Background: an optimization exercise with open tools, aiming at small area and few clock cycles. Do not read the settings as production practice.
Function was checked by simulation only, so behaviour that the tests miss may differ from the original.
No activity file was given, so power comes from the tool's default toggle rates.

## run 1
Design nios_codec, start of the top module:
module nios_codec (
    input  wire        clk,
    input  wire        rst,             
    input  wire        op_valid,
    output wire        op_ready,
    input  wire [63:0] op,
    output reg         rsp_valid,
    output wire [1:0]  rsp_kind,        
    output wire [63:0] rsp_data,
    output wire        ev_notice,
    output wire [5:0]  ev_notice_obs,
    output wire [5:0]  ev_notice_exp,
    output wire        ev_suppressed,
    output wire        ev_sample,
    output wire [31:0] ev_sample_val,
    output wire        ev_summary,
    output wire [34:0] ev_summary_val
);
    localparam [2:0] OP_NOP = 3'd0, OP_ENC = 3'd1, OP_CMDRD = 3'd2, OP_DSTART = 3'd3,
                     OP_DBYTE = 3'd4, OP_DEND = 3'd5, OP_READ = 3'd6, OP_RESET = 3'd7;
    localparam [1:0] PH_IDLE = 2'd0, PH_CMD = 2'd1, PH_DEC = 2'd2, PH_DONE = 2'd3;
    localparam [2:0] E_NONE = 3'd0, E_ARG = 3'd1, E_INPUT = 3'd2, E_SEQ = 3'd3, E_ILL = 3'd4;
    localparam [1:0] R_OK = 2'd0, R_VAL = 2'd1, R_FAULT = 2'd2, R_REFUSED = 2'd3;
    function [34:0] inc35(input [34:0] a, input ci);
        integer i, k; reg c, cb;
        begin
            cb = ci;
            for (i = 0; i < 35; i = i + 7) begin
                c = cb;
                for (k = 0; k < 7; k = k + 1) begin
                    inc35[i+k] = a[i+k] ^ c;
                    c = c & a[i+k];
                end
                cb = cb & (&a[i +: 7]);
            end
        end
    endfunction
    function [5:0] inc6(input [5:0] a);
        integer i; reg c;
        begin
            c = 1'b1;
            for (i = 0; i < 6; i = i + 1) begin
                inc6[i] = a[i] ^ c;
                c = c & a[i];
            end
        end
    endfunction
    reg [1:0]  ph;
    reg [2:0]  err;
    reg [31:0] cmd;
    reg [34:0] rec_done;
    reg [1:0]  byte_idx;
    reg [23:0] asm_buf;
    reg [34:0] loss;
    reg [31:0] last_word;
    reg        last_mis;
    reg        have_rec;      
  ...
For scale: about 1100 cells after synthesis, ~230 flip-flops, about 220 I/O pins, ~11000 um2 of cells after synthesis.
==> flow/config.mk <==
export PLATFORM = sky130hd
export DESIGN_NAME = nios_codec
export DESIGN_NICKNAME = nios_codec
export VERILOG_FILES = /design/flow/design.v
export SDC_FILE = /design/flow/constraint.sdc
export NUM_CORES = 4
export LEC_CHECK = 0
export CAP_MARGIN = 20
export CORE_MARGIN = 2
export CORE_UTILIZATION = 65
export PLACE_DENSITY = 0.75
export SLEW_MARGIN = 20
==> flow/constraint.sdc <==
create_clock -name core_clock -period 7.0 [get_ports {clk}]
set_input_delay 1.4000 -clock core_clock [delete_from_list [all_inputs] [get_ports {clk}]]
set_output_delay 1.4000 -clock core_clock [all_outputs]
set_load 0.01 [all_outputs]
standard.sh (not shown) runs the stock make flow with config.mk's settings and CLKGATE_MAP_FILE= SYNTH_SCRIPT=/design/flow/synth_recipe.tcl, a recipe that flattens the netlist after the stock synthesis.
==> flow/flow/run.sh <==
#!/bin/bash
# Standard ORFS layout (the standard.sh, unchanged synthesis), with
# layout-only changes: ports are buffered with the smallest buffer cell, the
# clock tree uses mid-size clock buffers in clusters of up to 16 and no dummy
# loads, and the tie cell of the constant outputs is not split per output.
set -euo pipefail
export BUFFER_PORTS_ARGS="-buffer_cell sky130_fd_sc_hd__buf_1"
export CTS_ARGS="-sink_clustering_enable -repair_clock_nets -dont_use_dummy_load -buf_list sky130_fd_sc_hd__clkbuf_8 -sink_clustering_size 16 -sink_clustering_max_diameter 45"
export SKIP_REPAIR_TIE_FANOUT=1
bash standard.sh > flow.log 2>&1
Run 1 went all the way through the flow, and no timing, DRC or antenna check failed.
Testbench counts of run 1, summed over its fixed seeds: cycles 49,534.
[inputs] run 2 vs run 1
Settings: removing PLACE_DENSITY (formerly 0.75); changing CORE_UTILIZATION from 65 to 40.
==> flow/flow/run.sh <==
#!/bin/bash
# Standard ORFS layout (the standard.sh, unchanged synthesis), with
# layout-only changes: ports are buffered with the smallest buffer cell, the
# clock tree uses small clock buffers in clusters of up to 10 and no dummy
# loads, and the tie cell of the constant outputs is not split per output.
set -euo pipefail
export BUFFER_PORTS_ARGS="-buffer_cell sky130_fd_sc_hd__buf_1"
export CTS_ARGS="-sink_clustering_enable -repair_clock_nets -dont_use_dummy_load -buf_list sky130_fd_sc_hd__clkbuf_4 -sink_clustering_size 10 -sink_clustering_max_diameter 40"
export SKIP_REPAIR_TIE_FANOUT=1
bash standard.sh > flow.log 2>&1
Notes after the runs:
- Looking at worst-path cell with the longest stage delay, the dfxtp_1 result is from run 2; the buf_1 one comes from run 1.
- [compare] base=run 1 new=run 2: number of buffers created by CTS picked up an extra 12; core utilization lost 27 points; number of global-route vias before repair picked up an extra 477.
- Est. power | run 2 vs run 1 | run 2 lower
- Going from run 1 to run 2, clock network fraction of design power -1.4 points; share of synthesized area occupied by flip-flops and latches ~0 delta.
- On area enclosed by the die boundary: between run 1 and run 2, it ends up lower for run 1.
- Run 2 vs. run 1: global-route usage went down by 11 points.
Input-level comparison between run 3 and run 2:
Settings: PLACE_DENSITY: unset -> 0.75; CORE_UTILIZATION: 40 -> 65.
==> flow/flow/run.sh <==
#!/bin/bash
# Standard ORFS layout (the standard.sh, unchanged synthesis), with
# layout-only changes: ports are buffered with the smallest buffer cell, the
# clock tree uses mid-size clock buffers in larger clusters and no dummy
# loads, and the tie cell of the constant outputs is not split per output.
set -euo pipefail
export BUFFER_PORTS_ARGS="-buffer_cell sky130_fd_sc_hd__buf_1"
export CTS_ARGS="-sink_clustering_enable -repair_clock_nets -dont_use_dummy_load -buf_list sky130_fd_sc_hd__clkbuf_8 -sink_clustering_size 20 -sink_clustering_max_diameter 60"
export SKIP_REPAIR_TIE_FANOUT=1
bash standard.sh > flow.log 2>&1
==> comparison <==
Delta (run 3 minus run 2): global-route wire length before repair now smaller, sum of routed wire length over all layers lost 9.9%, worst-path maximum fanout +20, worst path buffer plus inverter count grew by 1, proportion of total power due to net switching dropped 0.72 points.
Against run 2, run 3 reports a post-route total power that is lower.
Total via count after detailed routing: run 3 vs run 2 up 31
dfxtp_1 as the cell with the largest stage delay on the worst path was reported by run 2, and buf_1 by run 3.
When run 3 is set beside run 2, its floorplan die area turns out to be about 38% smaller.
Delta (run 3 minus run 2): global-route usage grew by 11 points; clock period minus worst slack went up.
The lower proportion of layout cells with a drive suffix above 1 came out of run 3.
For run 3, the most congested layer reported by global routing was met1, unlike run 2, where it was met2.
Modified inputs, run 4 compared to run 3
Settings: PLACE_DENSITY: 0.75 -> unset; CORE_UTILIZATION: 65 -> 40.
Notes after the runs:
Run 4 completed; timing, DRC and antenna clean. Run 3 finished all stages; the layout is clean. Cmp run 4 vs run 3: area added between synthesis and finish higher in run 4. Worst slew margin relative to its limit came out lower on run 4 than on run 3. Compared with run 3, in run 4 transition time of the tightest slew-check pin moved up, part of the cycle the worst path needs moved down, area of the die moved up, proportion of power drawn by flip-flops and latches moved down. Worst-skew pair later-pin latency is lower on run 3. Compared with run 3, run 4 is hungrier on power. Relative to run 3, the count of clock-buffer cells in the layout of run 4 is higher by 7. After synthesis and placement, the instance count of run 4 is above that of run 3.

---

nios_codec again, from the RTL that the note above started with.
clock: 7.0 ns
lec_check: 0
cap_margin: 20
core_margin: 2
core_utilization: 65
place_density: 0.75
slew_margin: 20
==> flow/flow/run.sh <==
#!/bin/bash
set -euo pipefail
export BUFFER_PORTS_ARGS="-buffer_cell sky130_fd_sc_hd__buf_1"
export CTS_ARGS="-sink_clustering_enable -repair_clock_nets -dont_use_dummy_load -buf_list sky130_fd_sc_hd__clkbuf_16 -sink_clustering_size 30 -sink_clustering_max_diameter 70"
export SKIP_REPAIR_TIE_FANOUT=1
bash standard.sh > flow.log 2>&1
Testbench counts at the start, summed over its fixed seeds: cycles 49,534.
Rerun with:
==> flow/flow/run.sh (replaced) <==
#!/bin/bash
set -euo pipefail
export BUFFER_PORTS_ARGS="-buffer_cell sky130_fd_sc_hd__buf_1"
export CTS_ARGS="-sink_clustering_enable -repair_clock_nets -dont_use_dummy_load -buf_list sky130_fd_sc_hd__clkbuf_8 -sink_clustering_size 20 -sink_clustering_max_diameter 60"
export SKIP_REPAIR_TIE_FANOUT=1
bash standard.sh > flow.log 2>&1
=> The new run completed with no timing, DRC or antenna violations; first-iteration DRC count went down by 3.8%; non-clock buffer count does not change; die area does not change; sequential share of layout area increases by 0.41 points; worst setup slack gains 110 ps; hold slack improved by 5.2 ps; final area decreases by 0.86%.

---

== indigo ==
nios_codec, a different RTL version from the one above (not shown whole).
Size: about 1,300 cells after synthesis, ~230 flip-flops, about 220 I/O pins, roughly 0.012 mm2 of cells after synthesis.
==> flow/design.v (excerpt) <==
module nios_codec (
    input  wire        clk,
    input  wire        rst,             
    input  wire        op_valid,
    output wire        op_ready,
    input  wire [63:0] op,
    output reg         rsp_valid,
    output wire [1:0]  rsp_kind,        
    output wire [63:0] rsp_data,
    output wire        ev_notice,
    output wire [5:0]  ev_notice_obs,
    output wire [5:0]  ev_notice_exp,
    output wire        ev_suppressed,
    output wire        ev_sample,
    output wire [31:0] ev_sample_val,
    output wire        ev_summary,
    output wire [34:0] ev_summary_val
);
clock: 7.0 ns
lec_check: 0
cap_margin: 20
core_margin: 2
core_utilization: 40
slew_margin: 20
==> flow/flow/run.sh <==
#!/bin/bash
# Standard ORFS layout (the standard.sh, unchanged synthesis), with
# layout-only changes: ports are buffered with the smallest buffer cell, and
# clock tree synthesis uses small clock buffers and inserts no dummy loads.
set -euo pipefail
export BUFFER_PORTS_ARGS="-buffer_cell sky130_fd_sc_hd__buf_1"
export CTS_ARGS="-sink_clustering_enable -repair_clock_nets -dont_use_dummy_load -buf_list sky130_fd_sc_hd__clkbuf_4"
bash standard.sh > flow.log 2>&1
indigo: PASS, flow complete, no timing, DRC or antenna violations
Testbench counts of indigo, summed over its fixed seeds: cycles 49,534.
Relative to indigo, the following input files were edited for cedar:
==> flow/run.sh (new file) <==
#!/bin/bash
# synth_recipe.tcl (not shown) runs the flow's synth.tcl, then flattens the netlist and writes it again
# the make line also repeats each setting of config.mk as NAME=value (left out here)
make -C /OpenROAD-flow-scripts/flow DESIGN_CONFIG=/design/flow/config.mk WORK_HOME=/design/flow/orfs CLKGATE_MAP_FILE= SYNTH_SCRIPT=/design/flow/synth_recipe.tcl finish
removed: flow/flow/run.sh
removed: flow/standard.sh
## What came out
indigo → cedar: overall power after layout rose 19%, total routed wirelength climbed 350 um, portion of total power attributed to combinational logic fell 2.9 points, post-place instance area up 0.0012 mm2, register-to-register slack shows no meaningful change. Compare indigo and cedar | worst slew slack as a fraction of its limit lower: indigo. On slack of the critical path, the lower figure sits with cedar, not indigo.
The following lists how maple was set up differently from cedar:
==> flow/flow/run.sh (new file) <==
#!/bin/bash
# Standard ORFS layout (the standard.sh, unchanged synthesis), with two
# layout-only changes: ports are buffered with the smallest buffer cell, and
# clock tree synthesis inserts no dummy load cells.
set -euo pipefail
export BUFFER_PORTS_ARGS="-buffer_cell sky130_fd_sc_hd__buf_1"
export CTS_ARGS="-sink_clustering_enable -repair_clock_nets -dont_use_dummy_load"
bash standard.sh > flow.log 2>&1
==> flow/standard.sh (new file) <==
#!/bin/bash
# synth_recipe.tcl (not shown) runs the flow's synth.tcl, then flattens the netlist and writes it again
# the make line also repeats each setting of config.mk as NAME=value (left out here)
make -C /OpenROAD-flow-scripts/flow DESIGN_CONFIG=/design/flow/config.mk WORK_HOME=/design/flow/orfs CLKGATE_MAP_FILE= SYNTH_SCRIPT=/design/flow/synth_recipe.tcl "${@:-finish}"
removed: flow/run.sh
[summary]
- cedar → maple: design area fell by about 11%; clock tree buffer count of the final layout decreased 10; power per cell area stayed essentially flat; placed wire-length estimate dropped 0.87%; global-route track usage on met1 lower.
- maple vs. cedar: non-clock buffer count down about 1.5%, maximum frequency now sits higher, design internal power now sits lower.

---

## job 101
Another version of the RTL of nios_codec (not shown whole).
For scale: ~230 flip-flops, about 220 I/O pins, about 12000 um2 of cells after synthesis.
==> flow/config.mk <==
export PLATFORM = sky130hd
export DESIGN_NAME = nios_codec
export DESIGN_NICKNAME = nios_codec
export VERILOG_FILES = /design/flow/design.v
export SDC_FILE = /design/flow/constraint.sdc
export NUM_CORES = 4
export LEC_CHECK = 0
export CAP_MARGIN = 20
export CORE_MARGIN = 2
export CORE_UTILIZATION = 40
export SLEW_MARGIN = 20
==> flow/constraint.sdc <==
create_clock -name core_clock -period 7.0 [get_ports {clk}]
set_input_delay 1.4000 -clock core_clock [delete_from_list [all_inputs] [get_ports {clk}]]
set_output_delay 1.4000 -clock core_clock [all_outputs]
set_load 0.01 [all_outputs]
==> flow/flow/run.sh <==
#!/bin/bash
# Standard ORFS layout (the standard.sh, unchanged synthesis), with
# layout-only changes: ports are buffered with the smallest buffer cell, the
# clock tree uses small clock buffers in larger clusters and no dummy loads,
# Yosys/ABC buffers are removed at floorplan, placement is not timing driven
# (the design has ample slack), and the tie cell of the constant outputs is
# not split per output.
set -euo pipefail
export BUFFER_PORTS_ARGS="-buffer_cell sky130_fd_sc_hd__buf_1"
export CTS_ARGS="-sink_clustering_enable -repair_clock_nets -dont_use_dummy_load -buf_list sky130_fd_sc_hd__clkbuf_4 -sink_clustering_size 10 -sink_clustering_max_diameter 40"
export REMOVE_ABC_BUFFERS=1
export GPL_TIMING_DRIVEN=0
export SKIP_REPAIR_TIE_FANOUT=1
bash standard.sh > flow.log 2>&1
Job 101 closes out successfully: all stages finished, all timing, DRC and antenna checks passed.
Testbench counts of job 101, summed over its fixed seeds: cycles 49,534.
> inputs changed (job 101 -> job 102)
==> flow/flow/run.sh <==
#!/bin/bash
# Standard ORFS layout (the standard.sh, unchanged synthesis), with two
# layout-only changes: ports are buffered with the smallest buffer cell, and
# clock tree synthesis inserts no dummy load cells.
set -euo pipefail
export BUFFER_PORTS_ARGS="-buffer_cell sky130_fd_sc_hd__buf_1"
export CTS_ARGS="-sink_clustering_enable -repair_clock_nets -dont_use_dummy_load"
bash standard.sh > flow.log 2>&1
## What came out
- Cmp job 102 and job 101 / post-route cell area / lower: job 101
- Job 102: via count higher than job 101
- Wire length: job 102 > job 101
diff inputs: job 102 => job 103
==> flow/flow/run.sh <==
#!/bin/bash
# Standard ORFS layout (the standard.sh, unchanged synthesis), with
# layout-only changes: ports are buffered with the smallest buffer cell, the
# clock tree uses small clock buffers in larger clusters and no dummy loads,
# Yosys/ABC buffers are removed at floorplan, placement is not timing driven
# (the design has ample slack), and the tie cell of the constant outputs is
# not split per output.
set -euo pipefail
export BUFFER_PORTS_ARGS="-buffer_cell sky130_fd_sc_hd__buf_1"
export CTS_ARGS="-sink_clustering_enable -repair_clock_nets -dont_use_dummy_load -buf_list sky130_fd_sc_hd__clkbuf_8 -sink_clustering_size 20 -sink_clustering_max_diameter 60"
export REMOVE_ABC_BUFFERS=1
export GPL_TIMING_DRIVEN=0
export SKIP_REPAIR_TIE_FANOUT=1
bash standard.sh > flow.log 2>&1
==> notes.md <==
Row share of layout cells above drive strength 1: job 103 higher / job 102 lower. Job 103: clock network power lower than job 102. Diff job 103..job 102 | cell count after synthesis | unchanged. In job 103 the proportion of power drawn by flip-flops and latches turned out 6.8 points higher than in job 102. When job 103 is measured against job 102, its part of the power in combinational logic turns out 2.3 points higher. Detailed route, job 103 vs job 102: via total lower for job 103. met4 as the highest routing layer actually used was reported by job 102, and met5 by job 103. The final reports for job 103 and job 102 show design area lower in the former. Job 103: net count of the finished layout 34 below job 102. Relative slew slack (lower): job 103. In job 103 the post-layout minimum cycle time turned out 0.23 ns higher than in job 102. Relative to job 102, average wire per standard cell has gone down in job 103.

## port drivers added, routing unchanged
In the flow no input, the clock included, has a driving cell. The finished layouts below were timed again as built, in two steps. Step 1 (the two cells are an assumption about what drives the block):
set clk [get_ports {clk}]
set_driving_cell -lib_cell sky130_fd_sc_hd__clkbuf_16 $clk
set_driving_cell -lib_cell sky130_fd_sc_hd__buf_2 [delete_from_list [all_inputs] $clk]
Step 2 also shifts input and output timing later by t, the mid clock arrival at the registers, as if the neighbouring blocks saw the same clock. Slacks: no drivers / after step 1 / after step 2; pairs: no drivers / after step 1.
run	t (ns)	setup slack, ns	worst hold slack (ns)	worst setup path at the end	clock arrival spread, ns
run 1	0.577	2.153 / 2.165 / 1.588	0.427 / 0.427 / 0.427	input to register	0.062 / 0.062
run 2	0.660	2.287 / 2.244 / 1.874	0.419 / 0.419 / 0.419	input to register	0.063 / 0.064
run 3	0.532	2.192 / 2.202 / 1.669	0.433 / 0.433 / 0.433	input to register	0.030 / 0.031
run 4	0.589	2.414 / 2.368 / 1.895	0.371 / 0.371 / 0.371	input to register	0.055 / 0.055
the first run of note 2	0.506	2.087 / 2.103 / 1.598	0.428 / 0.428 / 0.428	input to register	0.043 / 0.043
the second run of note 2	0.532	2.192 / 2.202 / 1.669	0.433 / 0.433 / 0.433	input to register	0.030 / 0.031
indigo	0.725	1.812 / 1.766 / 2.265	0.408 / 0.408 / 0.408	input to register	0.093 / 0.093
cedar	0.605	1.714 / 1.661 / 1.825	0.419 / 0.419 / 0.419	input to register	0.033 / 0.033
maple	0.567	2.021 / 1.970 / 2.283	0.416 / 0.416 / 0.416	input to register	0.029 / 0.029
job 101	0.677	1.713 / 1.666 / 1.611	0.419 / 0.419 / 0.419	input to register	0.099 / 0.099
job 102	0.578	2.109 / 2.135 / 1.558	0.425 / 0.425 / 0.425	input to register	0.040 / 0.039
job 103	0.589	1.877 / 1.831 / 1.597	0.432 / 0.432 / 0.432	input to register	0.055 / 0.055
After both steps every run listed still meets setup and hold. The setup slack of run 1, which loses most, moves by +0.012 ns with the drivers and by -0.565 ns with both steps.
